What follows belongs to an exercise in optimizing a design on an open flow for small area; a production flow would make more cautious choices.
In this exercise RTL edits were held to simulation tests only and were not proved equivalent to the original.
Power figures rest on the tool's default switching activity, not on a simulated workload.

### run.sh
#!/bin/bash
# synth_recipe.tcl (not shown) runs the flow's synth.tcl, then flattens the netlist and writes it again
# the make line also repeats each setting of config.mk as NAME=value (left out here)
make -C /OpenROAD-flow-scripts/flow DESIGN_CONFIG=/design/flow/config.mk WORK_HOME=/design/flow/orfs CLKGATE_MAP_FILE= SYNTH_SCRIPT=/design/flow/synth_recipe.tcl finish
### config.mk
export PLATFORM = sky130hd
export DESIGN_NAME = z70_core
export DESIGN_NICKNAME = z70_core
export VERILOG_FILES = /design/flow/design.v
export SDC_FILE = /design/flow/constraint.sdc
export NUM_CORES = 4
export LEC_CHECK = 0
export CAP_MARGIN = 20
export CORE_MARGIN = 2
export CORE_UTILIZATION = 40
export SLEW_MARGIN = 20
### constraint.sdc
create_clock -name core_clock -period 8.5 [get_ports {clk}]
set_input_delay 1.7000 -clock core_clock [delete_from_list [all_inputs] [get_ports {clk}]]
set_output_delay 1.7000 -clock core_clock [all_outputs]
set_load 0.01 [all_outputs]
### design.v
module z70_core (
    input  wire       clk,
    input  wire       rst,
    input  wire [8:0] pend,
    output reg  [7:0] mem_addr,
    output wire       mem_we,
    output wire [7:0] mem_wdata,
    input  wire [7:0] mem_rdata,
    output wire       halted,
    output wire       faulted,
    output reg  [1:0] fault_cause,
    output reg  [7:0] fault_pc,
    output reg  [8:0] fault_info,
    output wire [7:0] reg_a,
    output wire [7:0] reg_b,
    output wire [7:0] reg_i,
    output wire [8:0] pc,
    output wire [4:0] flags
);
    localparam S_FETCH  = 3'd0;   
    localparam S_DECODE = 3'd1;   
    localparam S_EXTRA  = 3'd2;   
    localparam S_MEMRD  = 3'd3;   
    localparam S_MEMLAT = 3'd4;   
    localparam S_EXEC   = 3'd5;   
    localparam S_HALT   = 3'd6;
    localparam S_FAULT  = 3'd7;
    localparam C_FETCH_PAST_END = 2'd1;
    localparam C_ILLEGAL_OPCODE = 2'd2;
    localparam C_ILLEGAL_MODE   = 2'd3;
    localparam K_A   = 3'd0;
    localparam K_B   = 3'd1;
    localparam K_I   = 3'd2;
    localparam K_IMM = 3'd4;
    reg [2:0] state;
    reg [8:0] pc_r;
    reg [7:0] ra, rb, ri;
    reg       f_of, f_cf, f_zf, f_pf, f_sf;
    reg [7:0] ir;
    reg [7:0] ext;
    reg [7:0] mval;
    assign reg_a   = ra;
    assign reg_b   = rb;
    assign reg_i   = ri;
    assign pc      = pc_r;
    assign flags   = {f_of, f_cf, f_zf, f_pf, f_sf};
    assign halted  = (state == S_HALT);
    assign faulted = (state == S_FAULT);
    wire       n_nop, n_jump, n_binary, n_unary, n_ill_op, n_ill_md;
    wire       n_extra, n_dst_mem, n_src_mem, n_needs_read, n_mem_is_ind;
    wire [2:0] n_dkind, n_skind;
    z70_decode u_dec_new (
        .ins(mem_rdata), .is_nop(n_nop), .is_jump(n_jump), .is_binary(n_binary),
        .is_unary(n_unary), .is_ill_op(n_ill_op), .is_ill_md(n_ill_md),
        .dkind(n_dkind), .skind(n_skind), .has_extra(n_extra), .dst_mem(n_dst_mem),
        .src_mem(n_src_mem), .needs_read(n_needs_read), .mem_is_ind(n_mem_is_ind)
    );
    wire       is_nop, is_jump, is_binary, is_unary, is_ill_op, is_ill_md;
    wire       has_extra, dst_mem, src_mem, needs_read, mem_is_ind;
    wire [2:0] dkind, skind;
    z70_decode u_dec_ir (
        .ins(ir), .is_nop(is_nop), .is_jump(is_jump), .is_binary(is_binary),
        .is_unary(is_unary), .is_ill_op(is_ill_op), .is_ill_md(is_ill_md),
        .dkind(dkind), .skind(skind), .has_extra(has_extra), .dst_mem(dst_mem),
        .src_mem(src_mem), .needs_read(needs_read), .mem_is_ind(mem_is_ind)
    );
    wire [3:0] op    = ir[7:4];
    wire [3:0] mode  = ir[3:0];
    wire [7:0] maddr = mem_is_ind ? ri : ext;
    wire [8:0] pc_p1 = pc_r + 9'd1;
    wire [8:0] pc_p2 = pc_r + 9'd2;
    reg taken;
    always @(*) begin
        case (mode[2:0])
            3'd0: taken = 1'b1;
            3'd1: taken = f_zf;
            3'd2: taken = f_sf;
            3'd3: taken = f_cf;
            3'd4: taken = f_of;
            default: taken = f_pf;
        endcase
    end
    reg [7:0] dval, sval;
    always @(*) begin
        case (dkind)
            K_A: dval = ra;
            K_B: dval = rb;
            K_I: dval = ri;
            default: dval = mval;
        endcase
        case (skind)
            K_A: sval = ra;
            K_B: sval = rb;
            K_I: sval = ri;
            K_IMM: sval = ext;
            default: sval = mval;
        endcase
    end
    reg [7:0] res;
    reg       wen, fwen, logical, carry, ovf;
    reg [8:0] sum;
    always @(*) begin
        res     = 8'h00;
        wen     = 1'b1;
        fwen    = 1'b1;
        logical = 1'b0;
        carry   = 1'b0;
        ovf     = 1'b0;
        sum     = 9'd0;
        case (op)
            4'h1: begin  
                sum   = {1'b0, dval} + {1'b0, sval};
                res   = sum[7:0];
                carry = sum[8];
                ovf   = (dval[7] == sval[7]) && (res[7] != dval[7]);
            end
            4'h2, 4'h3: begin  
                sum   = {1'b0, dval} - {1'b0, sval};
                res   = sum[7:0];
                carry = (dval < sval);
                ovf   = (dval[7] != sval[7]) && (res[7] != dval[7]);
                wen   = (op == 4'h2);
            end
            4'h4: begin  
                res     = dval & sval;
                logical = 1'b1;
            end
            4'h5: begin  
                res     = dval | sval;
                logical = 1'b1;
            end
            4'h6: begin  
                res  = sval;
                fwen = 1'b0;
            end
            4'h7: begin  
                res   = dval + 8'd1;
                carry = f_cf;
                ovf   = (dval == 8'h7F);
            end
            4'h8: begin  
                res   = dval - 8'd1;
                carry = f_cf;
                ovf   = (dval == 8'h80);
            end
            4'h9: begin  
                res  = ~dval;
                fwen = 1'b0;
            end
            4'hA: begin  
                res   = {1'b0, dval[7:1]};
                carry = dval[0];
                ovf   = dval[7];
            end
            4'hB: begin  
                res   = {dval[6:0], 1'b0};
                carry = dval[7];
                ovf   = dval[7] ^ dval[6];
            end
            default: begin
                wen  = 1'b0;
                fwen = 1'b0;
            end
        endcase
    end
    wire [8:0] next_pc = has_extra ? pc_p2 : pc_p1;
    assign mem_we    = (state == S_EXEC) && dst_mem && wen;
    assign mem_wdata = res;
    always @(*) begin
        case (state)
            S_FETCH:  mem_addr = pc_r[7:0];
            S_DECODE: mem_addr = pc_p1[7:0];
            S_MEMRD:  mem_addr = maddr;
            S_EXEC:   mem_addr = maddr;
            default:  mem_addr = 8'h00;
        endcase
    end
    always @(posedge clk) begin
        if (rst) begin
            state       <= S_FETCH;
            pc_r        <= 9'd0;
            ra          <= 8'h00;
            rb          <= 8'h00;
            ri          <= 8'h00;
            f_of        <= 1'b0;
            f_cf        <= 1'b0;
            f_zf        <= 1'b0;
            f_pf        <= 1'b0;
            f_sf        <= 1'b0;
            ir          <= 8'h00;
            ext         <= 8'h00;
            mval        <= 8'h00;
            fault_cause <= 2'd0;
            fault_pc    <= 8'h00;
            fault_info  <= 9'd0;
        end else begin
            case (state)
                S_FETCH: begin
                    if (pc_r >= pend)
                        state <= S_HALT;
                    else
                        state <= S_DECODE;
                end
                S_DECODE: begin
                    ir <= mem_rdata;
                    if (n_ill_op || n_ill_md) begin
                        fault_cause <= n_ill_op ? C_ILLEGAL_OPCODE : C_ILLEGAL_MODE;
                        fault_pc    <= pc_r[7:0];
                        fault_info  <= {1'b0, mem_rdata};
                        state       <= S_FAULT;
                    end else if (n_nop) begin
                        pc_r  <= pc_p1;
                        state <= S_FETCH;
                    end else if (n_extra) begin
                        if (pc_p1 >= pend) begin
                            fault_cause <= C_FETCH_PAST_END;
                            fault_pc    <= pc_r[7:0];
                            fault_info  <= pc_p1;
                            state       <= S_FAULT;
                        end else begin
                            state <= S_EXTRA;
                        end
                    end else if (n_needs_read) begin
                        state <= S_MEMRD;
                    end else begin
                        state <= S_EXEC;
                    end
                end
                S_EXTRA: begin
                    ext <= mem_rdata;
                    if (is_jump) begin
                        pc_r  <= taken ? {1'b0, mem_rdata} : pc_p2;
                        state <= S_FETCH;
                    end else if (needs_read) begin
                        state <= S_MEMRD;
                    end else begin
                        state <= S_EXEC;
                    end
                end
                S_MEMRD: begin
                    state <= S_MEMLAT;
                end
                S_MEMLAT: begin
                    mval  <= mem_rdata;
                    state <= S_EXEC;
                end
                S_EXEC: begin
                    if (wen && !dst_mem) begin
                        case (dkind)
                            K_A: ra <= res;
                            K_B: rb <= res;
                            default: ri <= res;
                        endcase
                    end
                    if (fwen) begin
                        f_zf <= (res == 8'h00);
                        f_sf <= res[7];
                        f_pf <= ~^res;
                        f_cf <= logical ? 1'b0 : carry;
                        f_of <= logical ? 1'b0 : ovf;
                    end
                    pc_r  <= next_pc;
                    state <= S_FETCH;
                end
                default: state <= state;  
            endcase
        end
    end
endmodule
module z70_decode (
    input  wire [7:0] ins,
    output wire       is_nop,
    output wire       is_jump,
    output wire       is_binary,
    output wire       is_unary,
    output wire       is_ill_op,
    output wire       is_ill_md,
    output reg  [2:0] dkind,
    output reg  [2:0] skind,
    output wire       has_extra,
    output wire       dst_mem,
    output wire       src_mem,
    output wire       needs_read,
    output wire       mem_is_ind
);
    localparam K_A   = 3'd0;
    localparam K_B   = 3'd1;
    localparam K_I   = 3'd2;
    localparam K_IND = 3'd3;
    localparam K_IMM = 3'd4;
    localparam K_DIR = 3'd5;
    wire [3:0] op   = ins[7:4];
    wire [3:0] mode = ins[3:0];
    assign is_nop    = (ins == 8'hFF);
    assign is_jump   = (op == 4'hF) && (mode <= 4'd5);
    assign is_binary = (op >= 4'h1) && (op <= 4'h6);
    wire   is_unop   = (op >= 4'h7) && (op <= 4'hB);
    assign is_unary  = is_unop && (mode <= 4'd3);
    assign is_ill_md = is_unop && (mode > 4'd3);
    assign is_ill_op = !is_nop && !is_jump && !is_binary && !is_unop;
    always @(*) begin
        dkind = K_A;
        skind = K_A;
        if (is_binary) begin
            case (mode)
                4'h0: begin dkind = K_A;   skind = K_B;   end
                4'h1: begin dkind = K_A;   skind = K_I;   end
                4'h2: begin dkind = K_A;   skind = K_IND; end
                4'h3: begin dkind = K_A;   skind = K_IMM; end
                4'h4: begin dkind = K_A;   skind = K_DIR; end
                4'h5: begin dkind = K_B;   skind = K_A;   end
                4'h6: begin dkind = K_B;   skind = K_I;   end
                4'h7: begin dkind = K_B;   skind = K_IND; end
                4'h8: begin dkind = K_B;   skind = K_IMM; end
                4'h9: begin dkind = K_B;   skind = K_DIR; end
                4'hA: begin dkind = K_I;   skind = K_A;   end
                4'hB: begin dkind = K_I;   skind = K_B;   end
                4'hC: begin dkind = K_I;   skind = K_IMM; end
                4'hD: begin dkind = K_IND; skind = K_A;   end
                4'hE: begin dkind = K_IND; skind = K_B;   end
                default: begin dkind = K_DIR; skind = K_A; end
            endcase
        end else begin
            case (mode[1:0])
                2'd0: dkind = K_A;
                2'd1: dkind = K_B;
                2'd2: dkind = K_I;
                default: dkind = K_IND;
            endcase
        end
    end
    wire   is_mov     = (op == 4'h6);
    assign has_extra  = is_jump || (is_binary && (skind == K_IMM || skind == K_DIR || dkind == K_DIR));
    assign dst_mem    = (dkind == K_IND) || (dkind == K_DIR);
    assign src_mem    = is_binary && ((skind == K_IND) || (skind == K_DIR));
    assign needs_read = src_mem || (dst_mem && !is_mov);
    assign mem_is_ind = (dkind == K_IND) || (is_binary && skind == K_IND);
endmodule
==> qor.csv <==
stage;metric;value;unit
critical_path;Worst Path Required;6.80;ns
place;dpl cells;1377;
detailed_routing;DR pass1 iterations;5;
clock_network;clock sink count;90;
die;Starting Density;0.411;
die;Chip Height;146;um
timing;fin crit period;7.79;ns
detailed_routing;vias per inst;5.86;
finish;most common cell after layout, fill and taps aside;nand2_1;
critical_path;R2R Setup Slk;2.16;ns
timing;final hold vios;0;
die;io pins;95;
min_path;HP Class;reg -> reg;
timing;max_slew headroom;0.320;
critical_path;Crit-path slowest cell;and2_1;
clock_network;worst skew pair latency;0.36;ns
detailed_routing;vias post-DR;8167;
critical_path;CP peak stage delay;0.56;ns
finish;Final Instance Count excl. Fillers;1393;
detailed_routing;residual DRC count;0;
timing;fin crit share;0.917;
timing;Clock Skews;0.0110;ns
pwr;Leak;0.00359;uW
pwr;PwrDens;291;nW/um^2
timing;actual slew at the worst max-slew pin;1.02;ns
global_route;GRT Residual Overflow;0;
global_route;largest net degree at the start of global routing;79;
die;Die ar.;21300;sq um
clock_network;Post-CTS Hold Buffers;0;
logic_synthesis;synth warn;2;
timing;RSZ-0062 raised after global routing;false;
clock_network;total CTS buffers;9;
detailed_routing;remaining antenna violation count after routing;0;
pwr;Tot Pwr;2740;uW
clock_network;Resized cells post-CTS;0;
finish;share of cells above drive strength 1;0.0718;
detailed_routing;initial DRC count;773;
critical_path;Buf/Inv on CP;3;
global_route;Top Usage Layer GRT;met2;
timing;Max Slew Vio Count;0;
critical_path;Startpoint Class;flop;
clock_network;CTS tree;yes;
die;Die W;146;um
logic_synthesis;register area share after synthesis;0.223;
place;port bufs;94;
logic_synthesis;syn nets;1162;
pwr;Worst VDD drop;126;uV
global_route;first-pass GRT wire length;45400;um
timing;setup TNS;0;ns
logic_synthesis;syn avg cell area;7.50;sq um
logic_synthesis;Synth Instances;1076;
global_route;GR Util met2;0.415;
logic_synthesis;Synth Register Bits;90;
critical_path;critical path peak fanout;23;
finish;Final #Nets;1209;
die;core footprint;19700;sq um
critical_path;R2R Path End;f_pf;
critical_path;Top delay family on crit path;compound AO/OA/AOI/OAI gates;
timing;final worst setup slack;0.709;ns
critical_path;CP endpoint kind;primary output;
global_route;Tot GR Track Use;0.271;
finish;Layout area overhead;16.7;%
run;Max-cap violations;0;
place;pre-CTS WS;1.17;ns
finish;ant diodes;0;
global_route;met1 usage;0.381;
clock_network;H-tree Lvls;3;
finish;sequential cell area;1800;sq um
clock_network;post-CTS setup buffers;0;
min_path;hold path start;fault_cause[1];
logic_synthesis;most common flop cell mapped by yosys;dfxtp_1;
finish;most frequent cells in the layout;136 x nand2_1, 124 x nor2_1, 93 x clkdlybuf4s50_1;
detailed_routing;wire per inst;20.8;um
critical_path;beginning of the worst register-to-register path;ir[6];
finish;fillers;2045;
critical_path;CP Cell Sequence;and3_1 -> nor3_4 -> and2_1 -> a21oi_2 -> o22ai_1 -> inv_1 -> ha_1 -> a21oi_1 -> o21ai_0 -> a2111oi_0 -> nor3_1 -> nor3b_1 -> a221o_1 -> nor2_1 -> o211a_4 -> inv_2 -> clkdlybuf4s50_1;
die;row count;51;
critical_path;WS Path Type;reg -> out;
logic_synthesis;Yosys cell types;84;
clock_network;clk slew on worst S/H paths;0.07;ns
clock_network;Longest Clk Path Bufs;2;
min_path;cell count of the worst hold path;2;
global_route;vias in the first global route;7590;
timing;Max Clk Rate;0.128;GHz
critical_path;R2R cell count;20;
min_path;WHS Endpoint;fault_cause[1];
critical_path;CP Data Arrival Time;6.09;ns
logic_synthesis;Post-synth EDFFs;0;
status;status;no timing/DRC/antenna violations;
logic_synthesis;Post-synth ARST share;0;
global_route;M3 GR Usage;0.0541;
clock_network;CTS root buf;clkbuf_16;
timing;Finish-stage setup viols;0;
place;Final GP Congestion;0.942;
logic_synthesis;Netlist Area Pre-Place;8070;sq um
global_route;initial antenna violation count;0;
finish;area occupied by multi-input gates;5750;sq um
place;placed wire-length estimate;22200;um
detailed_routing;Post-Route WL;28900;um
layout make-up:
class,instances,area share
clock buffers,11,0.0247
clock inverters,5,0.00664
inverters,62,0.0247
multi-input cells,857,0.611
flip-flops and latches,90,0.191
well taps,265,0.0352
repair buffers,103,0.107
power by group:
group          leakage [uW]  total [uW]  switching (uW)  internal (uW)
sequential         0.000730         645             160            484
combinational       0.00272        1680            1020            663
clock              0.000136         414             184            230
per-layer routing:
metal	wire length, um	part of all wire
met1	13600	0.47
met2	12600	0.43
met3	1960	0.068
met4	805	0.028
met5	0	0
through the flow:
step | area (sq um) | util | hold slack, ns
2_1_floorplan | 8070 | - | 0.449
3_3_place_gp | 9110 | 0.463 | 0.456
3_5_place_dp | 9110 | 0.463 | 0.459
4_1_cts | 9400 | 0.478 | 0.474
5_1_grt | 9420 | 0.479 | 0.505
6_report | 9420 | 0.479 | 0.473
state kept, by name, summed over array words and instances (netlist names), named ones only:
signal       cells
state            3
f_sf             1
f_pf             1
fault_info       9
f_of             1
ir               8
f_zf             1
ext              8
fault_pc         8
ra               8
fault_cause      2
f_cf             1
ri               8
rb               8
mval             8
pc_r             9
Yosys cell counts (10+ instances only):
cell      instances  area share
clkbuf_1         46       0.021
nor2b_1          13       0.010
a21o_1           10      0.0093
o221ai_1         14       0.015
inv_1            53       0.025
nand2b_1         20       0.016
mux2i_1          40       0.050
xnor2_1          18       0.020
nand3_1          13      0.0081
dfxtp_1          90        0.22
xor2_1           11       0.012
nor3_1           26       0.016
ha_1             64       0.099
a21oi_1          80       0.050
o21ai_0          56       0.035
a211oi_1         33       0.031
nand2_1         136       0.063
o22ai_1          13       0.010
nor2_1          126       0.059
how the worst max path moves through the flow:
stage | depth (start not counted) | slack [ns] | endpoint | from
after global routing | 17 | 0.23 | mem_wdata[7] | ir[5]
final | 17 | 0.71 | mem_wdata[7] | ir[6]
after floorplan | 18 | 2.88 | mem_wdata[7] | ir[1]
after global placement | 17 | 1.28 | mem_wdata[7] | ir[6]
after detailed placement | 17 | 1.17 | mem_wdata[7] | ir[6]
after CTS | 17 | 0.79 | mem_wdata[7] | ir[6]
kinds of logic after synthesis:
kind of cell,count (synthesis),share of synthesized area
buffers and inverters,129,0.0661
DFF,90,0.223
muxes,43,0.0538
xor gates and xnor gates,29,0.0315
AOI/OAI and AO/OA,323,0.291
adders and majority gates,67,0.107
and+or+nand+nor,395,0.227
tightest hold or removal path: stages (launching register included):
cell and delay [ns]:
dfxtp_1 0.32, nand2_1 0.05, a21oi_1 0.05

## afterwards: timing with drivers on the ports
The results above use ideal ports. As a check the final layout listed here was re-extracted and re-timed, cells and wires unchanged.
Step 1, drivers: a clkbuf_16 drives clk and a buf_2 each remaining input, both assumed.
Step 2 times the ports against the registers' clock, not the clock port: input delays grow and output delays shrink by t, the midpoint of the rising clock arrivals with the driver on.
Slacks: no drivers / after step 1 / after step 2; pairs: no drivers / after step 1.
t (ns): 0.397
setup WS [ns]: 0.709 / 0.664 / 1.061
worst setup path at the end: register to output
After both steps setup and hold are still met in this run. The setup slack of this run moves by -0.045 ns with the drivers and by +0.352 ns with both steps.
